This is an optimization exercise on Yosys and OpenROAD, whose aim is small area, a short achievable clock period and few clock cycles per item, not a production implementation.
Function was checked by simulation only, so behaviour that the tests miss may differ from the original.
No activity file was given, so power comes from the tool's default toggle rates.

==> design.v <==
module pxsc (
    input  wire        clk,
    input  wire        rst,           
    input  wire [5:0]  reg_addr,      
    input  wire        reg_wr,
    input  wire [31:0] reg_wdata,
    output reg  [31:0] reg_rdata,
    output wire        busy,
    output wire        src_valid,
    output wire [31:0] src_addr,
    input  wire        src_ready,
    input  wire        src_rvalid,
    input  wire [31:0] src_rdata,
    output wire        db_we,
    output wire [14:0] db_addr,
    output wire [15:0] db_wdata
);
    localparam A_CMD     = 6'h00;
    localparam A_STATUS  = 6'h01;
    localparam A_CFG     = 6'h02;
    localparam A_RMODE   = 6'h03;
    localparam A_PANEL_W = 6'h04;
    localparam A_PANEL_H = 6'h05;
    localparam A_BUFSIZE = 6'h06;
    localparam A_SRCBASE = 6'h08;
    localparam A_STRIDE  = 6'h09;
    localparam A_PIXIN0  = 6'h0C;
    localparam A_PIXOUT0 = 6'h10;
    function [15:0] convert(input [31:0] p);
        convert = {p[23:19], p[15:10], p[7:3]};
    endfunction
    function [15:0] swap16(input [15:0] v);
        swap16 = {v[7:0], v[15:8]};
    endfunction
    reg        cfg_variant;
    reg        cfg_scaled;
    reg        locked;
    reg        busy_r;
    reg        err_ill, err_busy, err_lock;
    reg [31:0] src_base, src_stride;
    reg [31:0] pix_in0, pix_in1, pix_in2, pix_in3;
    reg [15:0] pix_out0, pix_out1, pix_out2, pix_out3;
    assign busy = busy_r;
    wire       v = cfg_variant;       
    wire [1:0] rmode = v ? 2'd2 : {1'b0, cfg_scaled};
    always @(*) begin
        case (reg_addr)
            A_STATUS:    reg_rdata = {21'd0, err_lock, err_busy, err_ill, 6'd0, locked, busy_r};
            A_CFG:       reg_rdata = {30'd0, cfg_scaled, cfg_variant};
            A_RMODE:     reg_rdata = {30'd0, rmode};
            A_PANEL_W:   reg_rdata = v ? 32'd160 : 32'd184;
            A_PANEL_H:   reg_rdata = v ? 32'd80 : 32'd96;
            A_BUFSIZE:   reg_rdata = v ? 32'd12800 : 32'd17664;
            A_SRCBASE:   reg_rdata = src_base;
            A_STRIDE:    reg_rdata = src_stride;
            A_PIXIN0:    reg_rdata = pix_in0;
            A_PIXIN0+1:  reg_rdata = pix_in1;
            A_PIXIN0+2:  reg_rdata = pix_in2;
            A_PIXIN0+3:  reg_rdata = pix_in3;
            A_PIXOUT0:   reg_rdata = {16'd0, pix_out0};
            A_PIXOUT0+1: reg_rdata = {16'd0, pix_out1};
            A_PIXOUT0+2: reg_rdata = {16'd0, pix_out2};
            A_PIXOUT0+3: reg_rdata = {16'd0, pix_out3};
            default:     reg_rdata = 32'd0;
        endcase
    end
    wire cmd_wr   = reg_wr && (reg_addr == A_CMD);
    wire word_hi0 = (reg_wdata[31:8] == 24'd0);
    wire is_nop   = word_hi0 && (reg_wdata[7:0] == 8'h00);
    wire is_conv  = word_hi0 && (reg_wdata[7:2] == 6'b000100);
    wire is_scan  = word_hi0 && (reg_wdata[7:2] == 6'b001000);
    wire [1:0] scan_mode = (reg_wdata[1:0] == 2'd3) ? rmode : reg_wdata[1:0];
    wire accept   = cmd_wr && !busy_r && is_scan;
    reg        m_scale, m_decim;      
    reg [31:0] sa;                    
    reg [31:0] l_stride;              
    reg        r_pre;                 
    reg        r_run;                 
    reg        r_skip;                
    reg        r_dir;                 
    reg [7:0]  r_col;                 
    reg [6:0]  r_row;                 
    reg [4:0]  xr;                    
    reg [1:0]  yr;                    
    reg [14:0] w_idx;                 
    reg [7:0]  w_col;
    reg        w_dir;
    wire [7:0] rw_m1 = m_decim ? 8'd119 : (v ? 8'd159 : 8'd183);
    wire [6:0] rh_m1 = (m_decim | v) ? 7'd79 : 7'd95;
    wire [7:0] pw    = v ? 8'd160 : 8'd184;
    wire [14:0] w_last = m_decim ? (v ? 15'd12660 : 15'd14568)
                                 : (v ? 15'd12640 : 15'd17480);
    wire [4:0] xe = v ? 5'd1 : 5'd7;
    wire [4:0] xd = v ? 5'd2 : 5'd23;
    wire [5:0] xr_up = {1'b0, xr} + {1'b0, xe};
    wire       xc_up = (xr_up >= {1'b0, xd});
    wire       xc_dn = (xr < xe);
    wire       xc    = r_dir ? xc_dn : xc_up;
    wire [4:0] xr_nx = r_dir ? (xc_dn ? xr - xe + xd : xr - xe)
                             : (xc_up ? xr_up[4:0] - xd : xr_up[4:0]);
    wire       step2 = m_decim | (m_scale & xc);
    wire       dy2   = m_decim | (m_scale & (v | (yr != 2'd0)));
    assign src_valid = r_run & !r_skip;
    assign src_addr  = sa;
    wire   fire      = src_valid & src_ready;
    wire   row_end   = (r_col == 8'd0);
    reg [31:0] op;
    always @(*) begin
        if (r_pre)
            op = (r_col == 8'd0) ? (v ? 32'd40 : 32'd28) : l_stride;
        else if (r_skip || row_end)
            op = l_stride;
        else if (r_dir)
            op = step2 ? 32'hFFFF_FFFE : 32'hFFFF_FFFF;
        else
            op = step2 ? 32'd2 : 32'd1;
    end
    wire [31:0] sa_nx = sa + op;
    assign db_we    = src_rvalid & busy_r;
    assign db_addr  = w_idx;
    assign db_wdata = m_decim ? swap16(convert(src_rdata)) : convert(src_rdata);
    wire   w_row_end = (w_col == 8'd0);
    wire [14:0] w_op = w_row_end ? {7'd0, pw} : (w_dir ? 15'h7FFF : 15'd1);
    always @(posedge clk) begin
        if (rst) begin
            cfg_variant <= 1'b0;
            cfg_scaled  <= 1'b0;
            locked      <= 1'b0;
            busy_r      <= 1'b0;
            err_ill     <= 1'b0;
            err_busy    <= 1'b0;
            err_lock    <= 1'b0;
            src_base    <= 32'd0;
            src_stride  <= 32'd0;
            pix_in0     <= 32'd0;
            pix_in1     <= 32'd0;
            pix_in2     <= 32'd0;
            pix_in3     <= 32'd0;
            pix_out0    <= 16'd0;
            pix_out1    <= 16'd0;
            pix_out2    <= 16'd0;
            pix_out3    <= 16'd0;
            r_pre       <= 1'b0;
            r_run       <= 1'b0;
            r_skip      <= 1'b0;
        end else begin
            if (reg_wr) begin
                case (reg_addr)
                    A_CMD: begin
                        if (busy_r) begin
                            err_busy <= 1'b1;
                        end else if (is_nop) begin
                        end else if (is_conv) begin
                            pix_out0 <= reg_wdata[0] ? swap16(convert(pix_in0)) : convert(pix_in0);
                            if (reg_wdata[1]) begin
                                pix_out1 <= reg_wdata[0] ? swap16(convert(pix_in1)) : convert(pix_in1);
                                pix_out2 <= reg_wdata[0] ? swap16(convert(pix_in2)) : convert(pix_in2);
                                pix_out3 <= reg_wdata[0] ? swap16(convert(pix_in3)) : convert(pix_in3);
                            end
                        end else if (is_scan) begin
                            busy_r <= 1'b1;
                            locked <= 1'b1;
                        end else begin
                            err_ill <= 1'b1;
                        end
                    end
                    A_STATUS: begin
                        if (reg_wdata[8])  err_ill  <= 1'b0;
                        if (reg_wdata[9])  err_busy <= 1'b0;
                        if (reg_wdata[10]) err_lock <= 1'b0;
                    end
                    A_CFG: begin
                        if (locked) begin
                            err_lock <= 1'b1;
                        end else begin
                            cfg_variant <= reg_wdata[0];
                            cfg_scaled  <= reg_wdata[1];
                        end
                    end
                    A_SRCBASE:  src_base   <= reg_wdata;
                    A_STRIDE:   src_stride <= reg_wdata;
                    A_PIXIN0:   pix_in0    <= reg_wdata;
                    A_PIXIN0+1: pix_in1    <= reg_wdata;
                    A_PIXIN0+2: pix_in2    <= reg_wdata;
                    A_PIXIN0+3: pix_in3    <= reg_wdata;
                    default: ;
                endcase
            end
            if (accept) begin
                r_pre  <= (scan_mode == 2'd0);
                r_run  <= (scan_mode != 2'd0);
                r_skip <= 1'b0;
            end else if (r_pre) begin
                if (r_col == 8'd0) begin
                    r_pre <= 1'b0;
                    r_run <= 1'b1;
                end
            end else if (r_skip) begin
                r_skip <= 1'b0;
            end else if (fire && row_end) begin
                if (r_row == 7'd0)
                    r_run <= 1'b0;
                r_skip <= dy2;
            end
            if (db_we && w_idx == w_last)
                busy_r <= 1'b0;
        end
        if (accept) begin
            m_scale  <= (scan_mode == 2'd1);
            m_decim  <= (scan_mode == 2'd2);
            sa       <= src_base;
            l_stride <= src_stride;
            r_dir    <= 1'b0;
            r_col    <= (scan_mode == 2'd0) ? (v ? 8'd40 : 8'd32)
                      : (scan_mode == 2'd2) ? 8'd119 : (v ? 8'd159 : 8'd183);
            r_row    <= (scan_mode == 2'd0 && !v) || (scan_mode == 2'd1 && !v) ? 7'd95 : 7'd79;
            xr       <= 5'd0;
            yr       <= 2'd0;
            w_idx    <= (scan_mode == 2'd2) ? (v ? 15'd20 : 15'd32) : 15'd0;
            w_col    <= (scan_mode == 2'd2) ? 8'd119 : (v ? 8'd159 : 8'd183);
            w_dir    <= 1'b0;
        end else begin
            if (r_pre) begin
                sa    <= sa_nx;
                r_col <= (r_col == 8'd0) ? rw_m1 : r_col - 8'd1;
            end else if (r_skip) begin
                sa <= sa_nx;
            end else if (fire) begin
                sa <= sa_nx;
                if (row_end) begin
                    r_col <= rw_m1;
                    r_row <= r_row - 7'd1;
                    r_dir <= ~r_dir;
                    yr    <= (yr == 2'd0) ? 2'd2 : yr - 2'd1;
                end else begin
                    r_col <= r_col - 8'd1;
                    xr    <= xr_nx;
                end
            end
            if (db_we) begin
                w_idx <= w_idx + w_op;
                if (w_row_end) begin
                    w_col <= rw_m1;
                    w_dir <= ~w_dir;
                end else begin
                    w_col <= w_col - 8'd1;
                end
            end
        end
    end
endmodule
==> run.sh <==
#!/bin/bash
# synth_recipe.tcl (not shown) runs the flow's synth.tcl, then flattens the netlist and writes it again
# the make line also repeats each setting of config.mk as NAME=value (left out here)
make -C /OpenROAD-flow-scripts/flow DESIGN_CONFIG=/design/flow/config.mk WORK_HOME=/design/flow/orfs CLKGATE_MAP_FILE= SYNTH_SCRIPT=/design/flow/synth_recipe.tcl finish
==> config.mk <==
export PLATFORM = sky130hd
export DESIGN_NAME = pxsc
export DESIGN_NICKNAME = pxsc
export VERILOG_FILES = /design/flow/design.v
export SDC_FILE = /design/flow/constraint.sdc
export NUM_CORES = 4
export LEC_CHECK = 0
export CAP_MARGIN = 20
export CORE_MARGIN = 2
export CORE_UTILIZATION = 40
export SLEW_MARGIN = 20
==> constraint.sdc <==
create_clock -name core_clock -period 33.0 [get_ports {clk}]
set_input_delay 6.6000 -clock core_clock [delete_from_list [all_inputs] [get_ports {clk}]]
set_output_delay 6.6000 -clock core_clock [all_outputs]
set_load 0.01 [all_outputs]
==> flow_metrics.tcl <==
set metrics [dict create \
    synthesized_instance_count 2325 \
    total_leakage_power_nw 8.38 \
    routedWlPerCell_um 21.1 \
    area_delta_synth_final_pct 17.0 \
    place.port_buffers 156 \
    chipWidth_um 226 \
    p_sw_share_pct 23.9 \
    setup_viol_count_final 0 \
    root_driver "clkbuf_16" \
    cts-htree-levels 2 \
    via_per_inst 5.73 \
    finalWirelength_mm 65.1 \
    post-route-min-period_ps 17560 \
    share_of_async_settable_or_async_resettable_flops_after_synthesis_pct 0 \
    cts.repair_timing.setup_buffer_count 0 \
    drc 0 \
    grt.total_usage_pct 25.1 \
    synth.cell_area_um2 19700 \
    setup-tns-final_ps 0 \
    detail_route.first_pass.iterations 5 \
    max_slew_headroom_pct 17.5 \
    finalNonFillerCells 3081 \
    vdd_drop_max_mv 0.0410 \
    tritoncts.num_buffers 42 \
    route.vias.total 17700 \
    yosys_warnings 1 \
    drt-initial-drc-count 1687 \
    path_clk_slew_ps 60 \
    initial_utilization_pct 40.4 \
    synth_top_area_cell "dfxtp_1" \
    floorplan.die_area_um2 51100 \
    synth_seq_area_share_pct 43.7 \
    hold_viol_final 0 \
    layout_worst_path_cycle_share_pct 53.2 \
    first_pass_grt_wire_length_mm 99.1 \
    power.clock.fraction_pct 46.4 \
    post-place-ws_ps 15560 \
    power.internal_mw 0.767 \
    cts-resized-gates 0 \
    timing_worst_slew_pin_value_ps 1230 \
    postLayoutSetupSlackWorst_ps 15440 \
    ys_ff_latch 379 \
    drv_cap 0 \
    status "no timing/DRC/antenna violations" \
    cp.required_ps 26400 \
    synth.area.top_cells "dfxtp_1 28%, edfxtp_1 16%, nand2_1 9.6%, a21oi_1 7.3%, ha_1 4.1%" \
    globalRoute.totalOverflow 0 \
    post_synth_most_frequent_cells "505 x nand2_1, 286 x a21oi_1, 275 x dfxtp_1, 167 x nor2_1, 142 x clkbuf_1" \
    syn-mean-instance-area_um2 8.49 \
    fin_nets 2527 \
    worstPathArrival_ps 10960 \
    slowest_stage "clkdlybuf4s50_1" \
    synth.top_cell.area_share_pct 27.9 \
    number_of_fill_cells_in_the_layout 4745 \
    cts_hold_buf 0 \
    synth-edff-count 104 \
    clock_skew_ps 16.6 \
    critPathMostFrequentCell "clkdlybuf4s50_1" \
    io_pins 173 \
    cts.sinks 379 \
    mappedNetlistNets 2468 \
    pwr-share-seq_pct 47.5 \
    dp.final_hpwl_mm 43.9 \
    report.power.total_mw 1.01 \
    max_stage_delay_ps 1180 \
    end_kind "output pin" \
    layout_cells_sized_above_1_pct 6.42 \
    dp_cells 3003 \
    path_class "in -> out" \
    power.density_nw_per_um2 43.7 \
    clk_latency_worst_skew_pair_ps 570 \
    yosys.cell_types.count 75 \
    timing.critical_path.fanout_max 17 \
    postRouteAntennaNets 0 \
    core_area_um2 48800 \
    p_switching_mw 0.241 \
    maximum_number_of_pins_on_one_net_before_global_route_repair 108 \
    rsz0062_at_grt "no" \
    rows 81 \
    grt_antenna_before_repair 1 \
    fp.dieH_um 226 \
    max_freq_mhz 56.9 \
    setup.worst_path.start_class "primary input" \
    synth-main-ff-cell "dfxtp_1" \
    finalMaxSlewViolations 0 \
    worstPathCellList "clkdlybuf4s50_1, nor2b_1, nand2_1, nor4b_1, a221oi_1, nand3_1, clkdlybuf4s50_1" \
    cts_buffer_depth 3 \
    globalplace.congestion 0.903 \
    power_frac_comb_pct 6.1 \
    synth.most_common_cell "nand2_1" \
    min-delay-path-class "reg -> reg" \
    clock_tree_from_tritoncts "built" \
    first_global_vias 16700 \
]
cells by family (layout without fill, tap and decap cells):
kind of cell / after synthesis / in the layout / synth area share (%)
XOR/XNOR: 64 / 64 / 2.84
adder cells (fa/ha/maj): 68 / 68 / 4.46
flip-flops: 379 / 379 / 43.7
AO/OA/AOI/OAI: 664 / 664 / 21.5
buffers and inverters: 203 / 294 / 3.96
AND/OR/NAND/NOR: 841 / 841 / 18.0
other: 0 / 1 / 0
multiplexers: 106 / 106 / 5.54
power by group through the flow:
stage	logic [mW]	registers, mW	clock network [mW]
final	0.0613	0.479	0.468
after global routing	0.0657	0.479	0.492
after detailed placement	0.0603	0.489	0
after CTS	0.0606	0.479	0.473
after global placement	0.0594	0.489	0
after floorplan	0.0364	0.488	0
sequential cells by signal, summed over array words and instances (netlist names), 32 cells and up:
register,cells
src_stride,32
pix_in0,32
pix_in1,32
pix_in3,32
l_stride,32
src_base,32
sa,32
pix_in2,32
per-layer routing:
layer / vias up / global-route usage [%] / routed length (um)
met4: 0 / 7.92 / 1750
met2: 680 / 39.5 / 29400
met1: 8454 / 35.5 / 29300
met5: - / 0 / 0
met3: 104 / 3.60 / 4680
li1: 8422 / - / -
worst paths after layout:
path	start	endpoint	slack, ps	depth (start not counted)
worst max register to register	cfg_variant	sa[30]	27050	23
worst max-delay path	reg_addr[1]	reg_rdata[9]	15440	7
worst min-delay path	pix_in3[1]	pix_in3[1]	450	2
worst min register to register	pix_in3[1]	pix_in3[1]	450	2
cell usage in the layout (no fill, tap or decap), types with 6 or more instances in the layout:
| cell type | Yosys | routed |
|---|---|---|
| a211oi_1 | 72 | 72 |
| a21o_1 | 45 | 45 |
| a21oi_1 | 286 | 286 |
| a221oi_1 | 19 | 19 |
| a222oi_1 | 15 | 15 |
| a22o_1 | 14 | 14 |
| a22oi_1 | 59 | 59 |
| a31oi_1 | 13 | 13 |
| and2_1 | 10 | 7 |
| buf_4 | 0 | 24 |
| clkbuf_1 | 142 | 6 |
| clkbuf_16 | 0 | 44 |
| clkbuf_8 | 0 | 7 |
| clkdlybuf4s50_1 | 0 | 154 |
| clkinv_2 | 0 | 9 |
| dfxtp_1 | 275 | 275 |
| edfxtp_1 | 104 | 104 |
| ha_1 | 64 | 64 |
| inv_1 | 35 | 35 |
| mux2_2 | 26 | 26 |
| mux2i_1 | 80 | 80 |
| nand2_1 | 505 | 500 |
| nand2_2 | 1 | 6 |
| nand2b_1 | 7 | 7 |
| nand3_1 | 55 | 54 |
| nand4_1 | 7 | 7 |
| nor2_1 | 167 | 161 |
| nor2_2 | 1 | 7 |
| nor2b_1 | 9 | 9 |
| nor3_1 | 24 | 24 |
| nor4_1 | 17 | 17 |
| o211ai_1 | 11 | 11 |
| o21a_1 | 17 | 17 |
| o21ai_0 | 59 | 59 |
| o31ai_1 | 7 | 7 |
| or3_1 | 11 | 11 |
| xnor2_1 | 36 | 36 |
| xor2_1 | 28 | 28 |
worst max-delay path, delay by kind of cell:
kind	cells	cell delay, ps
simple gates	4	2400
buf+inv	2	1770
compound gates	1	180
final cells by class:
cell class	instances	area, um2	area share, %
antenna	1	2.50	0.0108
clock buffer	56	1210	5.22
clock inverter	20	146	0.634
inverter	37	140	0.607
multi-input combinational	1743	10400	44.9
sequential	379	8630	37.4
tap	664	831	3.60
timing repair buffer	181	1770	7.65
stage by stage:
| step | utilization, % | cell area (um2) | hold WS [ps] |
|---|---|---|---|
| detailed placement | 44.5 | 21700 | 446 |
| CTS | 47.2 | 23100 | 454 |
| global route | 47.3 | 23100 | 467 |
| finish | 47.3 | 23100 | 454 |
| floorplan | - | 19700 | 429 |
| global placement | 44.4 | 21700 | 440 |
Testbench counts, summed over its fixed seeds: cycles 863,340, pixels 859,136.

==> separate check: timing with driven ports <==
How much do the figures lean on ideal ports? The routed layout below was timed once more, with nothing changed but the port constraints.
Step 1, drivers: a clkbuf_16 drives clk and a buf_2 each remaining input, both assumed.
Step 2 times the ports against the registers' clock, not the clock port: input delays grow and output delays shrink by t, the midpoint of the rising clock arrivals with the driver on.
Three values: no drivers, after step 1, after step 2; two values: the first two.
shift t [ns]: 0.622
setup slack, ns: 15.436 / 15.415 / 15.415
hold WS [ns]: 0.454 / 0.454 / 0.454
worst setup path after step 2: input to output
slew at the worst register clock pin (ns): 0.07 / 0.07
After both steps setup and hold are still met in this run. The setup slack of this run moves by -0.021 ns with the drivers and by -0.021 ns with both steps.
